This is an optimization exercise on Yosys and OpenROAD, whose aim is small area, a short achievable clock period and few clock cycles, not a production implementation. RTL that was checked went through simulation tests only; none was proved equivalent to the original.

wip/maple:
==> flow/design.v (excerpt) <==
module resolve_core (
    input  wire        clk,
    input  wire        rst,             
    input  wire        start,
    input  wire [9:0]  cand_lag,
    input  wire [9:0]  lag_min,
    input  wire [9:0]  max_dist,
    input  wire [7:0]  subthr_pct,
    output reg         busy,
    output reg  [9:0]  dt_addr,
    input  wire [9:0]  dt_data,
    output reg         done,
    output reg         err,
    output reg  [9:0]  corr_lag,
    output reg  [9:0]  divisor
);
clock: 10.0 ns
lec_check: 0
abc_clock_period_in_ps: 5000
cap_margin: 20
core_margin: 2
core_utilization: 40
setup_slack_margin: 4.5
slew_margin: 20
run.sh (not shown) runs the stock make flow with config.mk's settings and CLKGATE_MAP_FILE= SYNTH_SCRIPT=/design/flow/synth_recipe.tcl, a recipe that flattens the netlist after the stock synthesis.
Testbench counts of wip/maple, summed over its fixed seeds: cycles 9,493.
Input-level comparison between wip/juniper and wip/maple:
Settings: ABC_CLOCK_PERIOD_IN_PS: 5000 -> unset; SETUP_SLACK_MARGIN: 4.5 -> unset.
### Flow results
In wip/juniper, the first-pass GRT wire length came out 5600 um below the value in wip/maple.
Area of the multi-input gates: wip/juniper vs wip/maple down about 6%
In the reports for wip/maple and wip/juniper, the larger final period utilization belongs to wip/juniper.
Diff wip/maple -> wip/juniper | number of fillers in the final layout | up slightly
In the flow results for wip/maple and wip/juniper, the number of antenna violations at the first check in global routing is larger on wip/maple.
Area added between synthesis and finish down 8.0 points in wip/juniper wrt wip/maple
Time the worst path needs with I/O delays and setup delta (wip/juniper − wip/maple): unfavourable
Input-level comparison between wip/lagoon and wip/juniper:
Settings: swapping 40 for 55 in CORE_UTILIZATION; putting SETUP_SLACK_MARGIN at 3 where nothing was set; putting ABC_CLOCK_PERIOD_IN_PS at 6000 where nothing was set.
## What came out
The sum of buffers and inverters on the critical path was comparable across wip/juniper and wip/lagoon.
Via count is higher on wip/lagoon
Cell area | wip/lagoon vs wip/juniper | wip/lagoon smaller
Diff wip/juniper..wip/lagoon | synthesized cell count | unchanged
Going from wip/juniper to wip/lagoon, the part of the cycle the worst path needs was found to have gone down by 4.9 points.
In the metrics for wip/juniper and wip/lagoon, the one carrying the lower pre-CTS worst setup slack is wip/lagoon.
There was hardly any difference in sequential share of layout area between wip/lagoon and wip/juniper.
#### Input delta (wip/indigo over wip/lagoon)
Settings: SETUP_SLACK_MARGIN removed (was 3); CORE_UTILIZATION changed from 55 to 60; ABC_CLOCK_PERIOD_IN_PS removed (was 6000).
[summary]
- wip/indigo vs wip/lagoon: core utilization up in wip/indigo
- On wip/indigo: register-to-register slack is 970 ps lower than what wip/lagoon gave.
- wip/indigo: met3 routing resource usage after global routing is 1.5 points higher than what wip/lagoon reported.
- Of the two values seen for launch point of the critical path, wr[2] was produced by wip/lagoon and wr[0] by wip/indigo.
- Of wip/indigo and wip/lagoon, it is wip/indigo that has the higher number of logic stages on the critical path including buffering.
- Side by side, count of cells resized by post-cts repair turned out lower in wip/indigo than in wip/lagoon.

* * *

== ember ==
Another version of the RTL of resolve_core (not shown whole).
Size: roughly 160 flip-flops, about 84 I/O pins, roughly 0.017 mm² of cells after synthesis.
clock: 10.0 ns
lec_check: 0
cap_margin: 20
core_margin: 2
core_utilization: 55
place_density: 0.7
setup_slack_margin: 5
slew_margin: 20
tns_end_percent: 100
ember finished every stage and its layout cleared the timing, design-rule and antenna checks.
Testbench counts of ember, summed over its fixed seeds: cycles 9,485.
For xenon, these inputs were changed with respect to ember:
- setting ABC_CLOCK_PERIOD_IN_PS to 4000 for the first time
- removing PLACE_DENSITY (formerly 0.7)
- changing CORE_UTILIZATION from 55 to 50
--- outcome ---
Share of the clock period used by the worst path after layout in xenon is 0.51 points below ember.
In terms of number of clock sinks, xenon and ember differ only marginally.
Going from ember to xenon, number of multi-input logic gates level, critical path depth increased 1, area of the core increased about 10%.

* * *

Another version of the RTL of resolve_core (not shown whole).
For scale: roughly 3,300 cells after synthesis, ~220 flip-flops, about 22,000 um2 of cells after synthesis.
==> flow/config.mk <==
export PLATFORM = sky130hd
export DESIGN_NAME = resolve_core
export DESIGN_NICKNAME = resolve_core
export VERILOG_FILES = /design/flow/design.v
export SDC_FILE = /design/flow/constraint.sdc
export NUM_CORES = 4
export LEC_CHECK = 0
export ABC_AREA = 1
export CAP_MARGIN = 20
export CORE_MARGIN = 2
export CORE_UTILIZATION = 60
export SLEW_MARGIN = 20
==> flow/constraint.sdc <==
create_clock -name core_clock -period 10.0 [get_ports {clk}]
set_input_delay 2.0000 -clock core_clock [delete_from_list [all_inputs] [get_ports {clk}]]
set_output_delay 2.0000 -clock core_clock [all_outputs]
set_load 0.01 [all_outputs]
Change:
Settings changed: ABC_AREA 1 to unset, ABC_CLOCK_PERIOD_IN_PS set to 5000, SETUP_SLACK_MARGIN set to 3.
Critical path depth fell by 3.
Worst setup slack improves by 0.95 ns.
Non-clock buffer count rose by 247.
Core utilization rose by 12 points.
Global-route usage rose by 5.9 points.
Maximum frequency rose by roughly a tenth.
Register-to-register slack improves by 0.95 ns.
Via count rose by a little under a tenth.
No functional check of the RTL was part of any run of this note.

* * *

run 1:
resolve_core, a different RTL version from the one above (not shown whole).
For scale: roughly 2300 cells after synthesis, ~160 flip-flops, ~84 I/O pins, roughly 0.017 sq mm of cells after synthesis.
// resolve_core
module resolve_core (
    input  wire        clk,
    input  wire        rst,             
    input  wire        start,
    input  wire [9:0]  cand_lag,
    input  wire [9:0]  lag_min,
    input  wire [9:0]  max_dist,
    input  wire [7:0]  subthr_pct,
    output reg         busy,
    output reg  [9:0]  dt_addr,
    input  wire [9:0]  dt_data,
    output reg         done,
    output reg         err,
    output wire [9:0]  corr_lag,
    output wire [9:0]  divisor
);
    localparam PH_IDLE = 2'd0;
    localparam PH_DIVD = 2'd1;
    localparam PH_DIVT = 2'd2;
    localparam PH_RUN  = 2'd3;
    localparam T_NONE = 2'd0;
    localparam T_K1   = 2'd1;       
    localparam T_KW   = 2'd2;       
    reg [1:0]  ph;
    reg        kmode;               
    reg [9:0]  c_r;
    reg [11:0] th_t;
    reg [6:0]  th_r;
    reg [2:0]  mcnt;
    reg [1:0]  tgp;                 
    reg [2:0]  tkp;                 
    reg [9:0]  wdm1;
    reg [9:0]  wim1;
    reg [11:0] wr;
    reg [11:0] wb;                  
    reg [2:0]  ul;                  
    reg [12:0] ds;                  
    reg        ucont;               
    reg [2:0]  lp;                  
    reg [1:0]  ta_kind, tb_kind;
    reg        ta_last, tb_last;
    reg [9:0]  tb_dm1, tb_im1;
    reg [10:0] tb_r;
    reg [9:0]  kn;                  
    reg        res1;
    wire [9:0] tb_d = tb_dm1 + 10'd1;
    wire [9:0] tb_i = tb_im1 + 10'd1;
    assign divisor  = res1 ? 10'd1 : tb_d;
    assign corr_lag = res1 ? c_r : tb_i;
    function ge_c10;                
        input [9:0] x;
        input [9:0] k;
        integer j;
  ...
export LEC_CHECK = 0
export CAP_MARGIN = 5
export CORE_MARGIN = 2
export CORE_UTILIZATION = 50
export CTS_BUF_LIST = sky130_fd_sc_hd__clkbuf_8
export SETUP_SLACK_MARGIN = 5
export SLEW_MARGIN = 5
export TNS_END_PERCENT = 100
create_clock -name core_clock -period 10.0 [get_ports {clk}]
standard.sh (not shown) runs the stock make flow with config.mk's settings and CLKGATE_MAP_FILE= SYNTH_SCRIPT=/design/flow/synth_recipe.tcl, a recipe that flattens the netlist after the stock synthesis.
==> flow/flow/run.sh <==
#!/bin/bash
# The standard layout, with plain buffers (buf_2) on the ports instead of the
# buffer ORFS picks by default. Everything else is the standard flow.
set -euo pipefail
export BUFFER_PORTS_ARGS="-buffer_cell sky130_fd_sc_hd__buf_2"
bash standard.sh > standard.log 2>&1
Testbench counts of run 1, summed over its fixed seeds: cycles 9,371.
## Diff of input files: run 2 against run 1
# run 1
export LEC_CHECK = 0
export CAP_MARGIN = 5
export CORE_MARGIN = 2
export CORE_UTILIZATION = 50
export CTS_BUF_LIST = sky130_fd_sc_hd__clkbuf_8
export SETUP_SLACK_MARGIN = 5
export SLEW_MARGIN = 5
export TNS_END_PERCENT = 100
create_clock -name core_clock -period 10.0 [get_ports {clk}]
# run 2
export LEC_CHECK = 0
export CAP_MARGIN = 5
export CORE_MARGIN = 2
export CORE_UTILIZATION = 50
export SETUP_SLACK_MARGIN = 5
export SLEW_MARGIN = 5
export TNS_END_PERCENT = 100
create_clock -name core_clock -period 10.0 [get_ports {clk}]
==> flow/run.sh (new file) <==
#!/bin/bash
# synth_recipe.tcl (not shown) runs the flow's synth.tcl, then flattens the netlist and writes it again
# the make line also repeats each setting of config.mk as NAME=value (left out here)
make -C /OpenROAD-flow-scripts/flow DESIGN_CONFIG=/design/flow/config.mk WORK_HOME=/design/flow/orfs CLKGATE_MAP_FILE= SYNTH_SCRIPT=/design/flow/synth_recipe.tcl finish
removed: flow/flow/run.sh
removed: flow/standard.sh
Summary of run 2 over run 1: global-route usage now sits lower; area added between synthesis and finish now sits higher.
Detailed-routed wire length on met3, run 1 and run 2: smaller value in run 1
Complex-gate fraction of the synthesized area: run 1 vs run 2 identical
Relative to run 1, the count of clock-buffer cells in the layout measured on run 2 has increased by more than 10%.
From run 1 to run 2 the numbers moved as follows: count of cells resized by post-cts repair increased by about 140% relative to the old numbers, sequential share of layout area decreased by 0.75 points relative to the old numbers, initial antenna violation count increased by 1 relative to the old numbers, finished layout cell area increased by about 4% relative to the old numbers.
When the final numbers for run 1 and run 2 were put side by side, the global routing met1 resource utilization turned out to be greater in run 1.
Inputs modified between run 2 and run 3:
# run 2
export LEC_CHECK = 0
export CAP_MARGIN = 5
export CORE_MARGIN = 2
export CORE_UTILIZATION = 50
export SETUP_SLACK_MARGIN = 5
export SLEW_MARGIN = 5
export TNS_END_PERCENT = 100
create_clock -name core_clock -period 10.0 [get_ports {clk}]
# run 3
export LEC_CHECK = 0
export CAP_MARGIN = 5
export CORE_MARGIN = 2
export CORE_UTILIZATION = 50
export CTS_BUF_LIST = sky130_fd_sc_hd__clkbuf_8 sky130_fd_sc_hd__clkbuf_4
export SETUP_SLACK_MARGIN = 5
export SLEW_MARGIN = 5
export TNS_END_PERCENT = 100
create_clock -name core_clock -period 10.0 [get_ports {clk}]
==> flow/flow/run.sh (new file) <==
#!/bin/bash
# The standard layout, with plain buffers (buf_2) on the ports instead of the
# buffer ORFS picks by default. Everything else is the standard flow.
set -euo pipefail
export BUFFER_PORTS_ARGS="-buffer_cell sky130_fd_sc_hd__buf_2"
bash standard.sh > standard.log 2>&1
==> flow/standard.sh (new file) <==
#!/bin/bash
# synth_recipe.tcl (not shown) runs the flow's synth.tcl, then flattens the netlist and writes it again
# the make line also repeats each setting of config.mk as NAME=value (left out here)
make -C /OpenROAD-flow-scripts/flow DESIGN_CONFIG=/design/flow/config.mk WORK_HOME=/design/flow/orfs CLKGATE_MAP_FILE= SYNTH_SCRIPT=/design/flow/synth_recipe.tcl "${@:-finish}"
removed: flow/run.sh
--- outcome ---
- Run 3: all stages complete, timing, DRC and antenna checks passed
- Between run 3 and run 2, the difference in count of placed standard cells including taps is negligible.
- Diff run 2 -> run 3: detailed-route wire length now sits lower; via count now sits lower; count of buffers not belonging to the clock network in the layout now sits lower.

re-timing with driven ports:
No port has a modelled driver above. Below, the same layouts with a new extraction and two added sets of constraints. Step 1 (the two cells are an assumption about what drives the block):
set clk [get_ports {clk}]
set_driving_cell -lib_cell sky130_fd_sc_hd__clkbuf_16 $clk
set_driving_cell -lib_cell sky130_fd_sc_hd__buf_2 [delete_from_list [all_inputs] $clk]
Step 2 moves the port delays by t, midway between the first and last clock arrival at a register: inputs arrive t later, outputs are due t later. That takes back most of the time a late clock gives input paths. Slacks: ideal / step 1 / step 2; pairs: ideal / step 1.
run	shift t [ns]	slack for setup (ns)	worst setup path after step 2	clock arrival spread, ns
wip/maple	0.564	4.125 / 4.125 / 3.941	input to register	0.012 / 0.011
wip/juniper	0.516	2.796 / 2.796 / 2.796	register to register	0.017 / 0.016
wip/lagoon	0.510	3.286 / 3.285 / 3.126	input to register	0.019 / 0.019
wip/indigo	0.534	2.314 / 2.314 / 2.314	register to register	0.018 / 0.018
ember	0.514	4.982 / 5.010 / 4.496	input to register	0.016 / 0.016
xenon	0.522	5.033 / 5.071 / 4.549	input to register	0.013 / 0.013
the first run of note 3	0.611	1.166 / 1.166 / 1.073	input to register	0.034 / 0.033
the second run of note 3	0.617	2.115 / 2.115 / 2.115	register to register	0.044 / 0.045
run 1	0.573	5.130 / 5.165 / 4.592	input to register	0.028 / 0.028
run 2	0.508	4.965 / 5.000 / 4.491	input to register	0.017 / 0.017
run 3	0.575	5.063 / 5.096 / 4.522	input to register	0.022 / 0.023
After both steps every run listed still meets setup and hold. For run 3, which loses most, drivers alone change the setup slack by +0.033 ns; drivers and shift together by -0.541 ns.
